This design comes from an exercise in tuning for small area, a short achievable clock period and few clock cycles per item on the open sky130 flow, not from production work. Where RTL was checked, it was by simulation tests only, not by an equivalence proof against the original.

## kzg_chal
module kzg_chal (
    input  wire         clk,
    input  wire         rst,
    input  wire         in_valid,
    output wire         in_ready,
    input  wire [31:0]  in_data,
    output wire         out_valid,
    input  wire         out_ready,
    output reg          out_err,
    output reg  [11:0]  out_index,
    output wire [255:0] out_z
);
    localparam [255:0] R_MOD =
        256'h73eda753299d7d483339d80809a1d80553bda402fffe5bfeffffffff00000001;
    localparam [255:0] IV =
        256'h6a09e667bb67ae853c6ef372a54ff53a510e527f9b05688c1f83d9ab5be0cd19;
    localparam [31:0] LEN_BITS = 32'd1049216;  
    localparam [1:0] S_RUN = 2'd0, S_RED = 2'd1, S_OUT = 2'd2;
    reg  [1:0]  st;
    reg  [6:0]  c;           
    reg  [15:0] wcnt;        
    reg  [31:0] a, b, cc, d, e, f, g, h, p;
    reg  [31:0] w [0:15];    
    reg  [31:0] hs0, hs1, hs2, hs3, hs4, hs5, hs6, hs7;
    reg         chk;         
    reg         eq_run;
    reg  [1:0]  pass;        
    reg  [2:0]  rc;          
    reg         bor;
    reg         ge;
    reg         f_rnd, f_last, f_last_e, f_ff, f_cpy, f_slot;
    reg         host, done;
    reg  [31:0] ib;          
    reg         ibv;         
    reg         padph;       
    reg         lasth;       
    reg         ov;          
    reg         first;       
    integer     i;
    wire take = ov && out_ready;
    wire init = rst || take;
    wire run  = (st == S_RUN);
    wire slot   = run && !done && f_slot;
    wire pre    = (wcnt[15:3] == 13'd0);          
    wire take_ib = slot && host;                  
    assign in_ready = run && !padph && (!ibv || (take_ib && !lasth));
    wire acc = in_valid && in_ready;
    wire adv = run && !(take_ib && !ibv);
    reg [31:0] prefix_word;
    always @(*) begin
        case (wcnt[2:0])
  ...
For scale: about 1200 flip-flops.
Settings: LEC_CHECK=0, CAP_MARGIN=20, CORE_MARGIN=2, CORE_UTILIZATION=55, PLACE_DENSITY=0.7, SETUP_SLACK_MARGIN=5, SLEW_MARGIN=20; clock period 10.0 ns.
run.sh (not shown) runs the stock make flow with config.mk's settings and CLKGATE_MAP_FILE= SYNTH_SCRIPT=/design/flow/synth_recipe.tcl, a recipe that flattens the netlist after the stock synthesis.
==> next run, changes <==
CORE_UTILIZATION = 65   (was 55)
CTS_BUF_LIST = sky130_fd_sc_hd__clkbuf_16   (was not set)
CTS_CLUSTER_DIAMETER = 60   (was not set)
CTS_CLUSTER_SIZE = 20   (was not set)
PLACE_DENSITY = 0.75   (was 0.7)
What happened: The new run finished with timing, DRC and antenna clean. Cell area came out lower by 2.0%. Cell count shrinks by 4.3%. Register-to-register slack is about the same.
Function was not checked in any run of this note: the RTL went through the layout flow alone.

* * *

## job 6437
kzg_chal, a different RTL version from the one above (not shown whole).
Size in the first run: roughly 5100 cells after synthesis, about 1100 flip-flops, about 310 I/O pins, ~61000 um^2 of cells after synthesis.
==> flow/config.mk <==
export PLATFORM = sky130hd
export DESIGN_NAME = kzg_chal
export DESIGN_NICKNAME = kzg_chal
export VERILOG_FILES = /design/flow/design.v
export SDC_FILE = /design/flow/constraint.sdc
export NUM_CORES = 4
export LEC_CHECK = 0
export CAP_MARGIN = 20
export CORE_MARGIN = 2
export CORE_UTILIZATION = 65
export CTS_BUF_LIST = sky130_fd_sc_hd__clkbuf_16
export CTS_CLUSTER_DIAMETER = 60
export CTS_CLUSTER_SIZE = 20
export PLACE_DENSITY = 0.75
export SETUP_SLACK_MARGIN = 5
export SLEW_MARGIN = 20
==> flow/constraint.sdc <==
create_clock -name core_clock -period 10.0 [get_ports {clk}]
set_input_delay 2.0000 -clock core_clock [delete_from_list [all_inputs] [get_ports {clk}]]
set_output_delay 2.0000 -clock core_clock [all_outputs]
set_load 0.01 [all_outputs]
standard.sh (not shown) runs the stock make flow with config.mk's settings and CLKGATE_MAP_FILE= SYNTH_SCRIPT=/design/flow/synth_recipe.tcl, a recipe that flattens the netlist after the stock synthesis.
==> flow/flow/run.sh <==
#!/bin/bash
# The standard layout (the standard.sh, standard synthesis and every
# ORFS step unchanged), except that buffer_ports puts a plain
# sky130_fd_sc_hd__buf_1 on every input and output port instead of the
# delay buffer it picks by default. make's full output goes to flow.log;
# ORFS keeps each tool's own log under orfs/logs/.
set -euo pipefail
export BUFFER_PORTS_ARGS="-buffer_cell sky130_fd_sc_hd__buf_1"
bash standard.sh > flow.log 2>&1
Job 6437 completed end to end with timing, DRC and antenna clean.
Testbench counts of job 6437, summed over its fixed seeds: cycles 1,648,632, items 12.
The following lists how job 856 was set up differently from job 6437:
# job 6437
export LEC_CHECK = 0
export CAP_MARGIN = 20
export CORE_MARGIN = 2
export CORE_UTILIZATION = 65
export CTS_BUF_LIST = sky130_fd_sc_hd__clkbuf_16
export CTS_CLUSTER_DIAMETER = 60
export CTS_CLUSTER_SIZE = 20
export PLACE_DENSITY = 0.75
export SETUP_SLACK_MARGIN = 5
export SLEW_MARGIN = 20
create_clock -name core_clock -period 10.0 [get_ports {clk}]
# job 856
export LEC_CHECK = 0
export CAP_MARGIN = 20
export CORE_MARGIN = 2
export CORE_UTILIZATION = 75
export CTS_BUF_LIST = sky130_fd_sc_hd__clkbuf_16
export CTS_CLUSTER_DIAMETER = 60
export CTS_CLUSTER_SIZE = 25
export PLACE_DENSITY = 0.82
export SETUP_SLACK_MARGIN = 5
export SLEW_MARGIN = 20
create_clock -name core_clock -period 10.0 [get_ports {clk}]
==> flow/run.sh (new file) <==
#!/bin/bash
# synth_recipe.tcl (not shown) runs the flow's synth.tcl, then flattens the netlist and writes it again
# the make line also repeats each setting of config.mk as NAME=value (left out here)
make -C /OpenROAD-flow-scripts/flow DESIGN_CONFIG=/design/flow/config.mk WORK_HOME=/design/flow/orfs CLKGATE_MAP_FILE= SYNTH_SCRIPT=/design/flow/synth_recipe.tcl finish
removed: flow/flow/run.sh
removed: flow/standard.sh
[summary]
- Job 856 did not finish: a tool error stopped it during global routing.
- I/O pin count came out exactly the same in job 6437 and job 856.
- Diff job 6437 and job 856: number of post-CTS setup repair buffers lower in job 6437
- In the tables for job 6437 and job 856, weighted congestion reported at the end of routability-driven placement reads lower with job 6437.
- On job 856: number of placed instances, taps included is about 3% lower than what job 6437 gave.
- In job 856 relative to job 6437, number of clock buffers inserted by TritonCTS had gone down by more than 10%.
Relative to job 856, the following input files were edited for job 8563:
# job 856
export LEC_CHECK = 0
export CAP_MARGIN = 20
export CORE_MARGIN = 2
export CORE_UTILIZATION = 75
export CTS_BUF_LIST = sky130_fd_sc_hd__clkbuf_16
export CTS_CLUSTER_DIAMETER = 60
export CTS_CLUSTER_SIZE = 25
export PLACE_DENSITY = 0.82
export SETUP_SLACK_MARGIN = 5
export SLEW_MARGIN = 20
create_clock -name core_clock -period 10.0 [get_ports {clk}]
# job 8563
export LEC_CHECK = 0
export CAP_MARGIN = 20
export CORE_MARGIN = 2
export CORE_UTILIZATION = 65
export CTS_BUF_LIST = sky130_fd_sc_hd__clkbuf_16
export CTS_CLUSTER_DIAMETER = 60
export CTS_CLUSTER_SIZE = 20
export PLACE_DENSITY = 0.75
export SETUP_SLACK_MARGIN = 5
export SLEW_MARGIN = 20
create_clock -name core_clock -period 10.0 [get_ports {clk}]
[summary]
- Job 8563 went all the way through the flow, and no timing, DRC or antenna check failed.
- [compare] base=job 856 new=job 8563: placer's final routability congestion estimate now smaller, number of buffers inserted during clock tree synthesis climbed 9, die extent in x now larger.
- Compared with job 856, in job 8563 placed standard-cell area now larger, y dimension of the die rose 21 um, final HPWL from detailed placement now smaller, average cell area after synthesis closely matched the old numbers.
- Number of standard-cell rows in the floorplan (job 8563 vs. job 856) increases by a little under 10%
- As far as cell count after synthesis goes, job 856 and job 8563 are indistinguishable; the numbers are identical.
- Diff job 856 -> job 8563: post-cts sizing count shrank by about 40%; number of buffers inserted to repair setup after CTS shrank by 1.
Here is what was changed in the inputs of job 3700 compared with job 8563.
# job 8563
export LEC_CHECK = 0
export CAP_MARGIN = 20
export CORE_MARGIN = 2
export CORE_UTILIZATION = 65
export CTS_BUF_LIST = sky130_fd_sc_hd__clkbuf_16
export CTS_CLUSTER_DIAMETER = 60
export CTS_CLUSTER_SIZE = 20
export PLACE_DENSITY = 0.75
export SETUP_SLACK_MARGIN = 5
export SLEW_MARGIN = 20
create_clock -name core_clock -period 10.0 [get_ports {clk}]
# job 3700
export LEC_CHECK = 0
export ABC_AREA = 1
export CAP_MARGIN = 20
export CORE_MARGIN = 2
export CORE_UTILIZATION = 65
export CTS_BUF_LIST = sky130_fd_sc_hd__clkbuf_16
export CTS_CLUSTER_DIAMETER = 60
export CTS_CLUSTER_SIZE = 20
export PLACE_DENSITY = 0.75
export SETUP_SLACK_MARGIN = 5
export SLEW_MARGIN = 20
create_clock -name core_clock -period 10.0 [get_ports {clk}]
==> comparison <==
Re transition time at the pin with the least slew margin: job 8563 was lower than job 3700.
Compare job 8563 and job 3700 | design area lower: job 8563
Compared to job 8563, the routing of job 3700 uses more wire.

==> static timing again, ports no longer ideal <==
How much do the figures lean on ideal ports? The routed layouts below were timed once more, with nothing changed but the port constraints.
Step 1 sets driving cells, clkbuf_16 on the clock port and buf_2 on the other inputs (assumed; they add their load-dependent delay and slew).
Step 2 adds t to the input delays and takes it off the output delays; t is the mean of the earliest and latest rising clock arrival at the registers after step 1. Input paths then give back, and output paths get back, about the clock's delay inside the block.
Three values: no drivers, after step 1, after step 2; two values: the first two.
run	t (ns)	setup WS [ns]	hold WS [ns]	worst setup path at the end
the first run of note 1	0.792	4.977 / 4.977 / 4.787	0.395 / 0.395 / 0.395	input to register
the second run of note 1	0.781	4.971 / 4.971 / 4.479	0.413 / 0.413 / 0.413	input to register
job 6437	0.769	5.042 / 5.042 / 4.589	0.392 / 0.392 / 0.392	input to register
job 8563	0.782	4.994 / 4.994 / 4.467	0.400 / 0.400 / 0.400	input to register
job 3700	0.772	5.013 / 5.013 / 4.426	0.400 / 0.400 / 0.400	input to register
After both steps every run listed still meets setup and hold. For job 3700, which loses most, drivers alone change the setup slack by 0.000 ns; drivers and shift together by -0.587 ns.
